Source: an optimization exercise on an open RTL-to-GDS flow (aim: small area, a short achievable clock period and few clock cycles). Production flows keep margins and buffers that such runs may drop. Function was not checked in any run shown here: the RTL went through the layout flow alone. Power is estimated from default activity; no workload was simulated.

==> flow/config.mk <==
export PLATFORM = sky130hd
export DESIGN_NAME = hl_rx_core
export DESIGN_NICKNAME = hl_rx_core
export VERILOG_FILES = /design/flow/design.v
export SDC_FILE = /design/flow/constraint.sdc
export NUM_CORES = 4
export LEC_CHECK = 0
export CAP_MARGIN = 50
export CORE_MARGIN = 2
export CORE_UTILIZATION = 60
export CTS_CLUSTER_DIAMETER = 100
export CTS_CLUSTER_SIZE = 30
export PLACE_DENSITY = 0.7
export SETUP_SLACK_MARGIN = 5
export SLEW_MARGIN = 70
==> flow/design.v <==
module hl_rx_core (
    input  wire        clk,
    input  wire        rst,           
    input  wire        cmd_valid,
    input  wire [31:0] cmd_word,
    output wire        cmd_ready,
    output reg         rsp_valid,
    output reg  [7:0]  rsp_status,
    output reg  [31:0] rsp_value,
    output reg  [7:0]  rsp_flags,
    output reg         frm_valid,
    output reg  [7:0]  frm_data
);
    localparam [7:0] OP_CRC_INIT    = 8'h01;
    localparam [7:0] OP_CRC_FEED    = 8'h02;
    localparam [7:0] OP_CRC_READ    = 8'h03;
    localparam [7:0] OP_RX_START    = 8'h20;
    localparam [7:0] OP_RX_APPEND   = 8'h21;
    localparam [7:0] OP_RX_SCAN     = 8'h22;
    localparam [7:0] OP_STATUS_READ = 8'h30;
    localparam [7:0] ST_OK          = 8'd0;
    localparam [7:0] ST_RX_OVERFLOW = 8'd6;
    localparam [7:0] ST_ILLEGAL_OP  = 8'd7;
    localparam [7:0] ST_RX_DONE     = 8'd9;
    function [15:0] crc_byte;
        input [15:0] r;
        input [7:0]  b;
        integer k;
        reg [15:0] c;
        reg [7:0]  d;
        begin
            c = r;
            d = b;
            for (k = 0; k < 8; k = k + 1) begin
                if ((c[0] ^ d[0]) == 1'b1)
                    c = (c >> 1) ^ 16'hA001;
                else
                    c = c >> 1;
                d = d >> 1;
            end
            crc_byte = c;
        end
    endfunction
    function [15:0] crc_drop;
        input [7:0] b;
        begin
            crc_drop = {8'h00, b} << 4 ^ {8'h00, b} << 6 ^ {8'h00, b} << 7;
        end
    endfunction
    reg [15:0] crc_reg;
    reg [8:0]  len;                  
    reg        loop_mode;
    reg        found;
    reg        done;
    reg        rxf_present;
    reg [9:1]  err_sticky;
    reg [7:0]  bank0 [0:127];
    reg [7:0]  bank1 [0:127];
    reg        act;                  
    reg [6:0]  und;                  
    reg [15:0] rcrc;                 
    reg [1:0]  nfr;                  
    reg [7:0]  pdisc;                
    reg [7:0]  stg;                  
    reg        app_p;                
    reg        feed_p;               
    reg        rdy;
    reg        eb;                   
    reg [7:0]  ecnt;                 
    assign cmd_ready = rdy;
    wire       accept = cmd_valid && rdy;
    wire [7:0] op     = cmd_word[7:0];
    wire [7:0] arg    = cmd_word[31:24];
    wire z16   = (cmd_word[23:8] == 16'h0000);
    wire is_01 = (op == OP_CRC_INIT);
    wire is_02 = (op == OP_CRC_FEED);
    wire is_03 = (op == OP_CRC_READ);
    wire is_20 = (op == OP_RX_START);
    wire is_21 = (op == OP_RX_APPEND);
    wire is_22 = (op == OP_RX_SCAN);
    wire is_30 = (op == OP_STATUS_READ);
    wire legal = z16 && (((is_01 || is_03 || is_22 || is_30) && arg == 8'h00) ||
                         is_02 || is_21 || (is_20 && arg[7:1] == 7'h00));
    wire l_crc  = !op[5];                        
    wire l_rx   = op[5] && !op[4];               
    wire l_stat = op[4];                         
    wire l_init = l_crc && !op[1];
    wire l_feed = l_crc && op[1] && !op[0];
    wire l_read = l_crc && op[1] && op[0];
    wire l_start = l_rx && !op[1] && !op[0];
    wire l_app   = l_rx && op[0];
    wire l_scan  = l_rx && op[1];
    wire acc_ok  = accept && legal;
    wire full_buf = (len == 9'd256);
    wire do_app  = acc_ok && l_app && !done && !full_buf;
    wire [7:0]  a_new  = act ? bank1[0]   : bank0[0];     
    wire [7:0]  a_old  = act ? bank1[126] : bank0[126];   
    wire [15:0] rstep  = crc_byte(rcrc, a_new);
    wire        full   = (und == 7'd127);
    wire        win_ok = full && ({stg, a_new} == ~rcrc);
    wire        dec_f  = app_p && win_ok;                 
    wire        dec_d  = app_p && full && !win_ok;        
    wire [6:0]  und_n   = !app_p ? und : dec_f ? 7'd0 : dec_d ? 7'd127 : und + 7'd1;
    wire [1:0]  nfr_n   = nfr + {1'b0, dec_f};
    wire        act_n   = act ^ dec_f;
    wire [7:0]  pdisc_n = pdisc + {7'h00, dec_d};
    wire        nz      = (nfr_n != 2'd0);
    wire [15:0] crc_n   = feed_p ? crc_byte(crc_reg, stg) : crc_reg;
    wire        ebn   = (nfr_n == 2'd2) ? act_n : !act_n;
    wire        lag   = dec_f && (nfr == 2'd0);
    wire [7:0]  fb    = ebn ? (lag ? bank1[126] : bank1[127])
                            : (lag ? bank0[126] : bank0[127]);
    wire sh0 = (app_p && !act) || (frm_valid && !eb);
    wire sh1 = (app_p &&  act) || (frm_valid &&  eb);
    integer i;
    always @(posedge clk) begin
        if (sh0) begin
            for (i = 127; i > 0; i = i - 1) bank0[i] <= bank0[i-1];
            bank0[0] <= stg;
        end
        if (sh1) begin
            for (i = 127; i > 0; i = i - 1) bank1[i] <= bank1[i-1];
            bank1[0] <= stg;
        end
    end
    always @(posedge clk) begin
        stg <= arg;
        if (frm_valid && ecnt != 8'd128)
            frm_data <= eb ? bank1[126] : bank0[126];
        else if (frm_valid)
            frm_data <= eb ? bank0[127] : bank1[127];
        else
            frm_data <= fb;
    end
    wire [31:0] status_word = {err_sticky, 1'b0, 2'b00, rxf_present, 1'b0,
                               loop_mode, done, found, len};
    always @(posedge clk) begin
        if (app_p) begin
            if (und == 7'd0)
                rcrc <= 16'h0000;
            else if (dec_d)
                rcrc <= rstep ^ crc_drop(a_old);
            else
                rcrc <= rstep;
        end
    end
    always @(posedge clk) begin
        if (rst) begin
            crc_reg     <= 16'h0000;
            len         <= 9'd0;
            loop_mode   <= 1'b0;
            found       <= 1'b0;
            done        <= 1'b0;
            rxf_present <= 1'b0;
            err_sticky  <= 9'h000;
            act         <= 1'b0;
            und         <= 7'd0;
            nfr         <= 2'd0;
            pdisc       <= 8'h00;
            app_p       <= 1'b0;
            feed_p      <= 1'b0;
            rdy         <= 1'b1;
            eb          <= 1'b0;
            ecnt        <= 8'h00;
            rsp_valid   <= 1'b0;
            frm_valid   <= 1'b0;
        end else begin
            rsp_valid <= 1'b0;
            app_p     <= do_app;
            feed_p    <= acc_ok && l_feed;
            crc_reg   <= crc_n;
            und       <= und_n;
            nfr       <= nfr_n;
            act       <= act_n;
            pdisc     <= pdisc_n;
            if (frm_valid) begin
                ecnt <= ecnt - 8'd1;
                if (ecnt == 8'd128)
                    eb <= !eb;
                if (ecnt == 8'd1) begin
                    rsp_valid <= 1'b1;
                    rdy       <= 1'b1;
                end
                if (ecnt == 8'd0)
                    frm_valid <= 1'b0;
            end
            if (accept) begin
                rsp_valid <= 1'b1;
                if (!legal) begin
                    err_sticky[7] <= 1'b1;
                end else if (l_init) begin
                    crc_reg <= 16'h0000;
                end else if (l_start) begin
                    len         <= 9'd0;
                    und         <= 7'd0;
                    nfr         <= 2'd0;
                    pdisc       <= 8'h00;
                    loop_mode   <= arg[0];
                    found       <= 1'b0;
                    done        <= 1'b0;
                    rxf_present <= 1'b0;
                end else if (l_app) begin
                    if (done)
                        err_sticky[9] <= 1'b1;
                    else if (full_buf)
                        err_sticky[6] <= 1'b1;
                    else
                        len <= len + 9'd1;
                end else if (l_scan) begin
                    if (done) begin
                        err_sticky[9] <= 1'b1;
                    end else begin
                        found <= nz;
                        if (!loop_mode && nz)
                            done <= 1'b1;
                        if (nz)
                            rxf_present <= 1'b1;
                        len   <= {2'b00, und_n};
                        pdisc <= 8'h00;
                        nfr   <= 2'd0;
                        if (nz) begin
                            rsp_valid <= 1'b0;
                            rdy       <= 1'b0;
                            frm_valid <= 1'b1;
                            eb        <= ebn;
                            ecnt      <= (nfr_n == 2'd2) ? 8'd255 : 8'd127;
                        end
                    end
                end
            end
        end
    end
    always @(posedge clk) begin
        if (accept) begin
            rsp_status <= ST_OK;
            rsp_value  <= 32'h0;
            rsp_flags  <= 8'h00;
            if (!legal) begin
                rsp_status <= ST_ILLEGAL_OP;
                rsp_value  <= cmd_word;
            end else if (l_read) begin
                rsp_value  <= {16'h0000, ~crc_n};
            end else if (l_stat) begin
                rsp_value  <= status_word;
            end else if (l_app) begin
                if (done) begin
                    rsp_status <= ST_RX_DONE;
                end else if (full_buf) begin
                    rsp_status <= ST_RX_OVERFLOW;
                    rsp_value  <= 32'd257;
                end else begin
                    rsp_value  <= {23'h0, len + 9'd1};
                end
            end else if (l_scan) begin
                if (done) begin
                    rsp_status <= ST_RX_DONE;
                end else begin
                    rsp_value  <= {24'h0, pdisc_n};
                    rsp_flags  <= {6'h00, (!loop_mode && nz) | done, nz};
                end
            end
        end
    end
endmodule
==> flow/constraint.sdc <==
create_clock -name core_clock -period 10.0 [get_ports {clk}]
set_input_delay 2.0000 -clock core_clock [delete_from_list [all_inputs] [get_ports {clk}]]
set_output_delay 2.0000 -clock core_clock [all_outputs]
set_load 0.01 [all_outputs]
==> flow/run.sh <==
#!/bin/bash
# synth_recipe.tcl (not shown) runs the flow's synth.tcl, then flattens the netlist and writes it again
# the make line also repeats each setting of config.mk as NAME=value (left out here)
make -C /OpenROAD-flow-scripts/flow DESIGN_CONFIG=/design/flow/config.mk WORK_HOME=/design/flow/orfs CLKGATE_MAP_FILE= SYNTH_SCRIPT=/design/flow/synth_recipe.tcl finish
==> results of run 1 <==
power by group through the flow:
stage	combinational, mW	clock [mW]	sequential, mW
2_1_floorplan	0.0437	0	10.1
3_3_place_gp	0.0883	0	10.1
3_5_place_dp	0.0915	0	10.1
4_1_cts	0.0922	4.25	9.86
5_1_grt	0.0999	4.53	9.87
6_report	0.0923	4.07	9.86
kinds of logic (layout without fill, tap and decap cells):
kind of cell               Yosys count  in the layout  synth area share
AOI/OAI and AO/OA                  148            148            0.0142
buffers and inverters               75            303           0.00492
DFF                               2181           2181             0.939
adders and majority gates           10             10           0.00182
other                                1             10         0.0000544
and+or+nand+nor                    273            273            0.0190
muxes                               39             39           0.00713
xor gates and xnor gates           102            102            0.0142
layout make-up:
type | count | area (sq um)
Clock inverter | 10 | 108
Sequential cell | 2181 | 64700
Multi-Input combinational cell | 582 | 4130
Tap cell | 1512 | 1890
Fill cell | 7212 | 38900
Inverter | 18 | 73.8
Clock buffer | 119 | 2290
Timing Repair Buffer | 156 | 2060
routing by layer:
| metal | track usage | wire (microns) | up-vias |
|---|---|---|---|
| met5 | 0 | 0 | - |
| met4 | 0.0429 | 1800 | 0 |
| met3 | 0.0277 | 3740 | 117 |
| met2 | 0.214 | 38800 | 411 |
| met1 | 0.262 | 45600 | 12696 |
| li1 | - | - | 11437 |
placed cells by master (no fill, tap or decap), drive strengths merged, types with 16 or more instances in the layout:
master         count
a21oi             45
and3              20
buf               74
clkbuf           120
clkdlybuf4s50     80
dfxtp             80
edfxtp          2101
inv               21
mux2i             30
nand2             50
nand3             16
nor2             100
nor3              25
o21ai             32
xnor2             68
xor2              29
how the worst max path moves through the flow:
stage            startpoint          end  slack (ps)  cells after the start
2_1_floorplan     frm_valid  bank0[0][0]       -7800                      3
6_report                act  frm_data[0]        5330                     14
3_3_place_gp   cmd_word[28]       und[0]        4430                      8
4_1_cts                 act  frm_data[6]        5060                     14
5_1_grt                 act  frm_data[5]        5060                     14
3_5_place_dp   cmd_word[28]       und[1]        4650                      8
critical path, stage by stage (launching register included):
cell and delay (ps):
dfxtp_1 480, buf_6 320, mux2i_1 400, xnor2_2 200, nand3_1 160, or4_2 900, clkinvlp_4 310, ha_1 200
xnor2_1 100, nor2_1 230, xnor2_1 150, buf_4 280, mux2_2 350, nor2_1 70, o41ai_1 390
==> metrics.csv, run 1 <==
stage;metric;value;unit
power;seqPwrFrac;0.703;
critical_path;reg2regPathDepth;14;
clock_tree;postCtsSetupBuffers;0;
synthesis;yosysWarnings;3;
timing;clock_skew;27.6;ps
synthesis;ys.flop_type;edfxtp_1;
synthesis;synth_most_common_cell;edfxtp_1;
min_path;hold-path-endpoint;bank0[78][2];
timing;hold_viol_final;0;
synthesis;synthCells;2829;
cells_and_area;postLayoutCoreUtil;0.659;
drt;wl;89900;microns
timing;drv_slew;0;
synthesis;synth_top_area_share;0.915;
critical_path;worstReg2RegEnd;frm_data[0];
synthesis;ys_seq_elements;2181;
flow_run;drv_cap;0;
critical_path;crit_arrival;5250;ps
timing;min_period;4670;ps
synthesis;ys_top_cells_by_area;edfxtp_1 (92%), dfxtp_1 (2.3%), xnor2_1 (0.84%);
timing;finalSetupViolations;0;
drt;drtIter0Drc;1958;
timing;rsz0062_at_grt;no;
timing;hold_ws;411;ps
clock_tree;cts_root_buf;clkbuf_16;
placement;place_area;72800;sq um
cells_and_area;antenna_cells;0;
global_routing;grt_max_degree;65;
synthesis;synth_edf_count;2101;
power;combPwrFrac;0.007;
drt;vias;24661;
synthesis;synth_commonest_cells;edfxtp_1 (2101), nor2_1 (100), dfxtp_1 (80);
timing;fin_ws;5330;ps
critical_path;cp_max_fo;26;
critical_path;timing.rr.start;act;
placement;routabilityCongestion;0.815;
drt;drcViolationCount;0;
clock_tree;numCtsBuffers;83;
critical_path;critPathKind;reg2reg;
placement;dp_hpwl;49500;microns
synthesis;synth-seq-area-share;0.939;
drt;avgRoutedWirePerCell;19.6;microns
power;p_per_area;186;nW/um^2
synthesis;avgSynthCellArea;24.4;sq um
global_routing;grt_use_total;0.156;
placement;place_inst;4449;
min_path;whs_path_depth;0;
power;p_switching;2.50;mW
cells_and_area;layoutNonFillerInstCount;4578;
synthesis;synth.distinct_cells;70;
min_path;min_from;bank0[77][2];
critical_path;cp-start-kind;flop;
clock_tree;htree_levels;3;
power;p_leak;23.0;nW
die;initial_utilization;0.604;
power;internal_power;11.5;mW
cells_and_area;design_area;75300;sq um
die;core-area;114000;sq um
die;ioPinCount;94;
clock_tree;cts.path.max_buffers;3;
clock_tree;clk_pin_slew;110;ps
clock_tree;holdBufCountCts;0;
min_path;hold_path_class;reg2reg;
cells_and_area;areaGrowthSynthToFinish;9.20;%
clock_tree;cts_resized;0;
drt;firstDrtPassIters;6;
timing;max_clock_freq;0.214;GHz
drt;viasPerCell;5.39;
placement;io_buffers;83;
die;dieWidth;343;microns
timing;setup_tns;0;ps
clock_tree;cts_tree;done;
power;p_sw_frac;0.178;
run_status;status;complete, no violations;
cells_and_area;largestRegisters;bank0 x1024, bank1 x1024, rsp_value x32;
cells_and_area;drive_above_1_share;0.0770;
drt;antenna_left;0;
global_routing;antenna_found_initial;0;
die;fp.dieArea;118000;sq um
power;total_power;14.0;mW
global_routing;first_global_vias;24328;
die;die_h;343;microns
timing;finalCritPeriodShare;0.467;
global_routing;grt_overflow;0;
clock_tree;clkSinkCount;2181;
clock_tree;insertion_delay;680;ps
critical_path;regToRegSetupSlack;5330;ps
synthesis;async_reset_ff_frac;0;
global_routing;grt_pass1_wl;142000;microns
synthesis;syn_area;68900;sq um
cells_and_area;num-nets-final;3067;
critical_path;worst_setup_path_end_kind;flop;
synthesis;yosysTopAreaCell;edfxtp_1;
critical_path;required;10580;ps
placement;dp_slack;4650;ps
power;p_clk_frac;0.290;
die;placementRows;124;
power;peakVddDrop;0.119;mV
==> inputs of run 2 (changes only) <==
==> flow/flow/run.sh (new file) <==
#!/bin/bash
set -euo pipefail
bash standard.sh SETUP_SLACK_MARGIN=6.5 finish > standard.log 2>&1
==> flow/standard.sh (new file) <==
#!/bin/bash
# synth_recipe.tcl (not shown) runs the flow's synth.tcl, then flattens the netlist and writes it again
# the make line also repeats each setting of config.mk as NAME=value (left out here)
make -C /OpenROAD-flow-scripts/flow DESIGN_CONFIG=/design/flow/config.mk WORK_HOME=/design/flow/orfs CLKGATE_MAP_FILE= SYNTH_SCRIPT=/design/flow/synth_recipe.tcl "${@:-finish}"
--- a/flow/config.mk
+++ b/flow/config.mk
@@ -11,5 +11,4 @@
 export CTS_CLUSTER_DIAMETER = 100
 export CTS_CLUSTER_SIZE = 30
 export PLACE_DENSITY = 0.7
-export SETUP_SLACK_MARGIN = 5
 export SLEW_MARGIN = 70
removed: flow/run.sh
==> run 2 against run 1 <==
  * Still clean on timing, DRC and antenna
  * Sequential power about the same
  * Synthesized cell count stayed put
  * Non-clock buffer count grew 47
  * Area after synthesis unchanged
  * Critical path type is now in2reg
  * Largest power group unchanged
  * Highest routed layer unchanged
==> metrics.csv, run 2 <==
stage;metric;value;unit;change
run_status;status;complete, no violations;;
power;p_leak;23.5;nW;+2.2%
clock_tree;clkSinkCount;2181;;unchanged
clock_tree;cts_root_buf;clkbuf_16;;
synthesis;syn_area;68900;sq um;unchanged
global_routing;grt_overflow;0;;unchanged
global_routing;grt_use_total;0.158;;+0.00194
synthesis;yosysTopAreaCell;edfxtp_1;;
synthesis;synth_most_common_cell;edfxtp_1;;
min_path;hold_path_class;reg2reg;;
timing;rsz0062_at_grt;yes;;
clock_tree;holdBufCountCts;0;;unchanged
timing;tightest_slew;511;ps;
critical_path;critical_path.max_stage_delay;460;ps;-440 ps
die;initial_utilization;0.604;;unchanged
cells_and_area;areaGrowthSynthToFinish;10.7;%;
critical_path;worstPathCellList;clkdlybuf4s50_1, nor4_1, and3_1, nand4_1, buf_4, a21o_4, or3_4, o21ai_4, o21ba_4;;
clock_tree;insertion_delay;680;ps;about the same
die;fp.dieArea;118000;sq um;unchanged
timing;clock_skew;28.5;ps;+0.875 ps
critical_path;timing.rr.start;act;;
timing;finalCritPeriodShare;0.375;;-0.0922
critical_path;regToRegSetupSlack;6510;ps;+1180 ps
critical_path;crit_arrival;4340;ps;-910 ps
critical_path;critPathKind;in2reg;;
drt;antenna_left;0;;unchanged
drt;avgRoutedWirePerCell;19.8;microns;+0.96%
critical_path;worstReg2RegEnd;eb;;
critical_path;worst_setup_path_end_kind;flop;;
critical_path;required;10590;ps;about the same
synthesis;synth.distinct_cells;70;;unchanged
cells_and_area;design_area;76300;sq um;+1.3%
clock_tree;htree_levels;3;;unchanged
drt;firstDrtPassIters;5;;-1
global_routing;antenna_found_initial;3;;+3
critical_path;cp_max_fo;6;;-77%
synthesis;avgSynthCellArea;24.4;sq um;unchanged
critical_path;reg2regPathDepth;12;;-2
die;die_h;343;microns;unchanged
placement;io_buffers;83;;unchanged
drt;vias;24953;;+1.2%
global_routing;first_global_vias;24537;;+0.86%
drt;drtIter0Drc;2016;;+3.0%
clock_tree;cts.path.max_buffers;3;;unchanged
placement;routabilityCongestion;0.815;;unchanged
synthesis;ys_seq_elements;2181;;unchanged
power;p_per_area;184;nW/um^2;-1.3%
min_path;whs_path_depth;0;;unchanged
timing;relSlewSlack;0.658;;
timing;max_clock_freq;0.267;GHz;+25%
cells_and_area;drive_above_1_share;0.117;;+0.0405
timing;min_period;3750;ps;-922 ps
cells_and_area;num-nets-final;3116;;+1.6%
power;peakVddDrop;0.119;mV;+0.17%
min_path;hold-path-endpoint;bank0[124][3];;
die;placementRows;124;;unchanged
synthesis;synthCells;2829;;unchanged
die;dieWidth;343;microns;unchanged
timing;hold_viol_final;0;;unchanged
global_routing;grt_max_degree;65;;unchanged
timing;drv_slew;0;;unchanged
clock_tree;cts_tree;done;;
cells_and_area;largestRegisters;bank0 x1024, bank1 x1024, rsp_value x32;;
flow_run;drv_cap;0;;unchanged
timing;finalSetupViolations;0;;unchanged
placement;dp_hpwl;49500;microns;unchanged
synthesis;synth_edf_count;2101;;unchanged
die;ioPinCount;94;;unchanged
synthesis;yosysWarnings;3;;unchanged
cells_and_area;postLayoutCoreUtil;0.668;;+0.00877
global_routing;grt_pass1_wl;144000;microns;+1.1%
die;core-area;114000;sq um;unchanged
critical_path;cp-start-kind;input port;;
clock_tree;numCtsBuffers;83;;unchanged
clock_tree;clk_pin_slew;110;ps;about the same
synthesis;synth_commonest_cells;edfxtp_1 (2101), nor2_1 (100), dfxtp_1 (80);;
synthesis;synth_top_area_share;0.915;;unchanged
drt;drcViolationCount;0;;unchanged
cells_and_area;final_common_cell;edfxtp_1;;
cells_and_area;nFillCells;7141;;-0.98%
drt;viasPerCell;5.39;;about the same
critical_path;cpMaxStageDelayCell;or3_4;;
timing;fin_ws;6250;ps;+922 ps
synthesis;synth-seq-area-share;0.939;;unchanged
min_path;min_from;bank0[123][3];;
timing;setup_tns;0;ps;unchanged
cells_and_area;mostFrequentLayoutCells;edfxtp_1 (2101), clkbuf_16 (87), nor2_1 (86), dfxtp_1 (61), xnor2_1 (54);;
placement;place_inst;4449;;unchanged
drt;wl;91800;microns;+2.1%
synthesis;ys.flop_type;edfxtp_1;;
placement;dp_slack;4650;ps;unchanged
synthesis;async_reset_ff_frac;0;;unchanged
synthesis;ys_top_cells_by_area;edfxtp_1 (92%), dfxtp_1 (2.3%), xnor2_1 (0.84%);;
cells_and_area;layoutNonFillerInstCount;4628;;+1.1%
placement;place_area;72800;sq um;unchanged
-- run 2: routing by layer --
| layer | wire [microns] | part of all wire | track usage | vias to the layer above |
|---|---|---|---|---|
| met5 | 0 | 0 | 0 | - |
| met3 | 3980 | 0.043 | 0.0266 | 122 |
| met2 | 39700 | 0.43 | 0.218 | 404 |
| met1 | 46300 | 0.50 | 0.265 | 12873 |
| met4 | 1870 | 0.020 | 0.0435 | 0 |
| li1 | - | - | - | 11554 |
-- run 2: what timing repair did --
action,in CTS,in global routing
pin swaps,22,29
cloned,2,3
resized for setup,151,64
buffers inserted,29,14
setup endpoints to repair,147,80
-- run 2: layout make-up --
cell class	instances	area, sq um	share of cell area
multi-input combinational	584	4650	0.0609
clock buffer	119	2290	0.0300
clock inverter	10	108	0.00141
tap	1512	1890	0.0248
inverter	18	73.8	0.000968
antenna	1	2.50	0.0000328
sequential	2181	64700	0.849
timing repair buffer	203	2530	0.0331
-- run 2: worst max path at each step --
| stage | startpoint | endpoint | slack (ps) |
|---|---|---|---|
| finish | cmd_word[9] | und[0] | 6250 |
| global route | cmd_word[30] | und[0] | 6190 |
| CTS | cmd_word[30] | und[1] | 6300 |
| detailed placement | cmd_word[28] | und[1] | 4650 |
| global placement | cmd_word[28] | und[0] | 4430 |
| floorplan | frm_valid | bank0[0][0] | -7800 |
-- run 2: cells by family (layout without fill, tap and decap cells) --
logic type,Yosys count,after routing,share of synthesized area
xor gates and xnor gates,102,102,0.0142
other,1,11,0.0000544
and+or+nand+nor,273,273,0.0190
AOI/OAI and AO/OA,148,150,0.0142
adders and majority gates,10,10,0.00182
buffers and inverters,75,350,0.00492
muxes,39,39,0.00713
DFF,2181,2181,0.939
-- run 2: metrics by stage --
stage	power (mW)	hold WS, ps
after floorplan	10.1	400
after global routing	14.5	424
after detailed placement	10.2	405
final	14.0	408
after global placement	10.2	403
after CTS	14.2	409
-- run 2: power by group --
part | internal, mW | switching, mW
sequential | 9.85 | 0.00955
clock | 1.63 | 2.44
combinational | 0.0424 | 0.0522
-- run 2: worst max-delay path, delay by kind of cell --
kind / cells / cell delay, ps
and+or+nand+nor: 4 / 1040
AOI/OAI and AO/OA: 3 / 700
buffers and inverters: 2 / 580
==> inputs of run 3 (changes only) <==
==> flow/flow/run.sh (replaced) <==
#!/bin/bash
set -euo pipefail
bash standard.sh SETUP_SLACK_MARGIN=6.0 finish > standard.log 2>&1
==> run 3 against run 2 <==
  * First-iteration DRC count down 0.50%
  * Sequential power barely moved
  * Maximum frequency is 4.0% lower
  * Still clean
  * Highest routed layer unchanged
  * Register-to-register slack got worse by 300 ps
==> metrics.csv, run 3 <==
stage;metric;value;unit;change
power;p_leak;23.2;nW;-1.5%
power;p_clk_frac;0.290;;about the same
die;placementRows;124;;unchanged
critical_path;critical_path.max_stage_delay;710;ps;+250 ps
synthesis;async_reset_ff_frac;0;;unchanged
synthesis;synth-seq-area-share;0.939;;unchanged
timing;clock_skew;29.3;ps;+0.792 ps
timing;finalSetupViolations;0;;unchanged
placement;io_buffers;83;;unchanged
synthesis;yosysWarnings;3;;unchanged
timing;max_clock_freq;0.256;GHz;-4.0%
critical_path;cpMaxStageDelayCell;clkdlybuf4s50_1;;
cells_and_area;drive_above_1_share;0.0869;;-0.0306
synthesis;synth_most_common_cell;edfxtp_1;;
cells_and_area;layoutNonFillerInstCount;4596;;-0.69%
global_routing;grt_overflow;0;;unchanged
power;peakVddDrop;0.119;mV;-0.25%
global_routing;first_global_vias;24468;;-0.28%
critical_path;worst_setup_path_end_kind;flop;;
cells_and_area;largestRegisters;bank0 x1024, bank1 x1024, rsp_value x32;;
timing;fin_ws;6100;ps;-157 ps
timing;hold_viol_final;0;;unchanged
cells_and_area;nFillCells;7185;;+0.62%
power;internal_power;11.5;mW;about the same
timing;finalCritPeriodShare;0.390;;+0.0157
power;p_per_area;186;nW/um^2;+0.93%
clock_tree;cts_root_buf;clkbuf_16;;
drt;wl_met1;45700;microns;-1.3%
timing;min_period;3900;ps;+157 ps
power;p_switching;2.50;mW;-0.29%
die;dieWidth;343;microns;unchanged
flow_run;drv_cap;0;;unchanged
power;total_power;14.0;mW;about the same
cells_and_area;areaGrowthSynthToFinish;9.60;%;
drt;viasPerCell;5.39;;about the same
power;p_sw_frac;0.178;;-0.000464
power;seqPwrFrac;0.703;;about the same
global_routing;grt_max_degree;65;;unchanged
synthesis;yosysTopAreaCell;edfxtp_1;;
critical_path;cp-start-kind;input port;;
drt;route.met2.wl;39100;microns;-1.4%
synthesis;ys_top_cells_by_area;edfxtp_1 (92%), dfxtp_1 (2.3%), xnor2_1 (0.84%);;
die;initial_utilization;0.604;;unchanged
die;fp.dieArea;118000;sq um;unchanged
synthesis;synthCells;2829;;unchanged
cells_and_area;final_common_cell;edfxtp_1;;
synthesis;synth.distinct_cells;70;;unchanged
drt;top_layer;met4;;
clock_tree;clkSinkCount;2181;;unchanged
synthesis;ys_seq_elements;2181;;unchanged
clock_tree;numCtsBuffers;83;;unchanged
clock_tree;cts.path.max_buffers;3;;unchanged
die;core-area;114000;sq um;unchanged
synthesis;ys.flop_type;edfxtp_1;;
drt;route.met3.wl;3860;microns;-3.0%
placement;routabilityCongestion;0.815;;unchanged
drt;vias;24783;;-0.68%
drt;antenna_left;0;;unchanged
timing;rsz0062_at_grt;no;;
timing;drv_slew;0;;unchanged
drt;wl;90500;microns;-1.4%
cells_and_area;antenna_cells;0;;-1
clock_tree;cts_tree;done;;
drt;avgRoutedWirePerCell;19.7;microns;-0.72%
critical_path;required;10620;ps;+30 ps
critical_path;cp_max_fo;8;;+2
global_routing;antenna_found_initial;0;;-3
clock_tree;htree_levels;3;;unchanged
cells_and_area;num-nets-final;3085;;-0.99%
critical_path;critPathKind;in2reg;;
synthesis;syn_area;68900;sq um;unchanged
global_routing;grt_pass1_wl;143000;microns;-0.44%
die;die_h;343;microns;unchanged
placement;dp_hpwl;49500;microns;unchanged
critical_path;worstPathCellList;clkdlybuf4s50_1, nand2b_1, mux2i_1, o21bai_1, a21o_4, or3_4, or3_1, a21oi_1;;
power;combPwrFrac;0.007;;about the same
synthesis;synth_edf_count;2101;;unchanged
synthesis;synth_commonest_cells;edfxtp_1 (2101), nor2_1 (100), dfxtp_1 (80);;
run_status;status;complete, no violations;;
clock_tree;holdBufCountCts;0;;unchanged
min_path;hold_path_class;reg2reg;;
drt;drtIter0Drc;2006;;-0.50%
synthesis;avgSynthCellArea;24.4;sq um;unchanged
synthesis;synth_top_area_share;0.915;;unchanged
cells_and_area;mostFrequentLayoutCells;edfxtp_1 (2101), nor2_1 (98), clkbuf_16 (86), clkdlybuf4s50_1 (76), dfxtp_1 (67);;
placement;dp_slack;4650;ps;unchanged
die;ioPinCount;94;;unchanged
global_routing;grt_use_total;0.157;;-0.000899
clock_tree;insertion_delay;680;ps;about the same
clock_tree;clk_pin_slew;110;ps;about the same
drt;firstDrtPassIters;5;;unchanged
placement;place_inst;4449;;unchanged
critical_path;crit_arrival;4520;ps;+180 ps
drt;drcViolationCount;0;;unchanged
timing;setup_tns;0;ps;unchanged
-- run 3: cell counts after synthesis --
No cell type changed its count.
-- run 3: worst max-delay path, delay by kind of cell --
family / cells / cell delay [ps]
mux: 1 / 180
compound gates: 3 / 600
buf+inv: 1 / 710
simple gates: 3 / 1030
-- run 3: power groups by stage --
| stage | clock, mW | combinational [mW] | sequential, mW |
|---|---|---|---|
| finish | 4.07 | 0.0937 | 9.86 |
| global route | 4.53 | 0.101 | 9.87 |
| CTS | 4.25 | 0.0936 | 9.86 |
| detailed placement | 0 | 0.0915 | 10.1 |
| global placement | 0 | 0.0883 | 10.1 |
| floorplan | 0 | 0.0437 | 10.1 |
-- run 3: layout make-up --
| class | instances | area [sq um] | share of cell area |
|---|---|---|---|
| sequential | 2181 | 64700 | 0.857 |
| multi-input combinational | 583 | 4240 | 0.0562 |
| clock buffer | 119 | 2290 | 0.0303 |
| timing repair buffer | 173 | 2220 | 0.0294 |
| tap | 1512 | 1890 | 0.0250 |
| clock inverter | 10 | 108 | 0.00142 |
| inverter | 18 | 73.8 | 0.000977 |
-- run 3: path summary, 6_finish.rpt --
path	from	to	slack, ps	cells past startpoint
max	cmd_word[1]	len[3]	6100	8
min	bank0[77][2]	bank0[78][2]	410	0
max reg2reg	act	frm_data[0]	6210	14
min reg2reg	bank0[77][2]	bank0[78][2]	410	0
-- run 3: kinds of logic after synthesis --
kind of cell / Yosys count / synth area share
other: 1 / 0.0000544
AOI/OAI and AO/OA: 148 / 0.0142
adders and majority gates: 10 / 0.00182
xor gates and xnor gates: 102 / 0.0142
muxes: 39 / 0.00713
and+or+nand+nor: 273 / 0.0190
DFF: 2181 / 0.939
buffers and inverters: 75 / 0.00492
-- run 3: repair_timing --
action,4_1_cts,5_1_grt
setup endpoints to repair,68,43
cloned,1,0
endpoints found under the hold margin,0,0
pin swaps,5,3
gates resized for setup,20,14
buffers inserted,15,2
-- run 3: stage by stage --
stage               hold slack [ps]  area (sq um)  utilization
CTS                             409         75400        0.660
global placement                403         71700        0.628
detailed placement              405         72800        0.637
floorplan                       400         69000            -
finish                          411         75500        0.662
global route                    424         75500        0.662
-- run 3: routing by layer --
layer,track usage,vias to the layer above
met2,0.216,414
met1,0.263,12770
met4,0.0441,0
met5,0,-
met3,0.0275,123
li1,-,11476

-- what the ideal ports hide --
In the flow no input, the clock included, has a driving cell. The finished layouts below were timed again as built, in two steps.
Step 1 assumes that a clkbuf_16 drives the clock port and a buf_2 every other input.
Step 2 also shifts input and output timing later by t, the mid clock arrival at the registers, as if the neighbouring blocks saw the same clock.
Three values: ideal, step 1, step 2; two values: the first two.
| run | t, ns | setup WS [ns] | cell pins on the clock port's net |
|---|---|---|---|
| run 1 | 0.749 | 5.330 / 5.330 / 4.674 | 1 |
| run 2 | 0.752 | 6.252 / 6.304 / 5.552 | 1 |
| run 3 | 0.749 | 6.095 / 6.069 / 5.397 | 1 |
After both steps setup and hold are still met in every run listed. The setup slack of run 2, which loses most, moves by +0.052 ns with the drivers and by -0.700 ns with both steps.
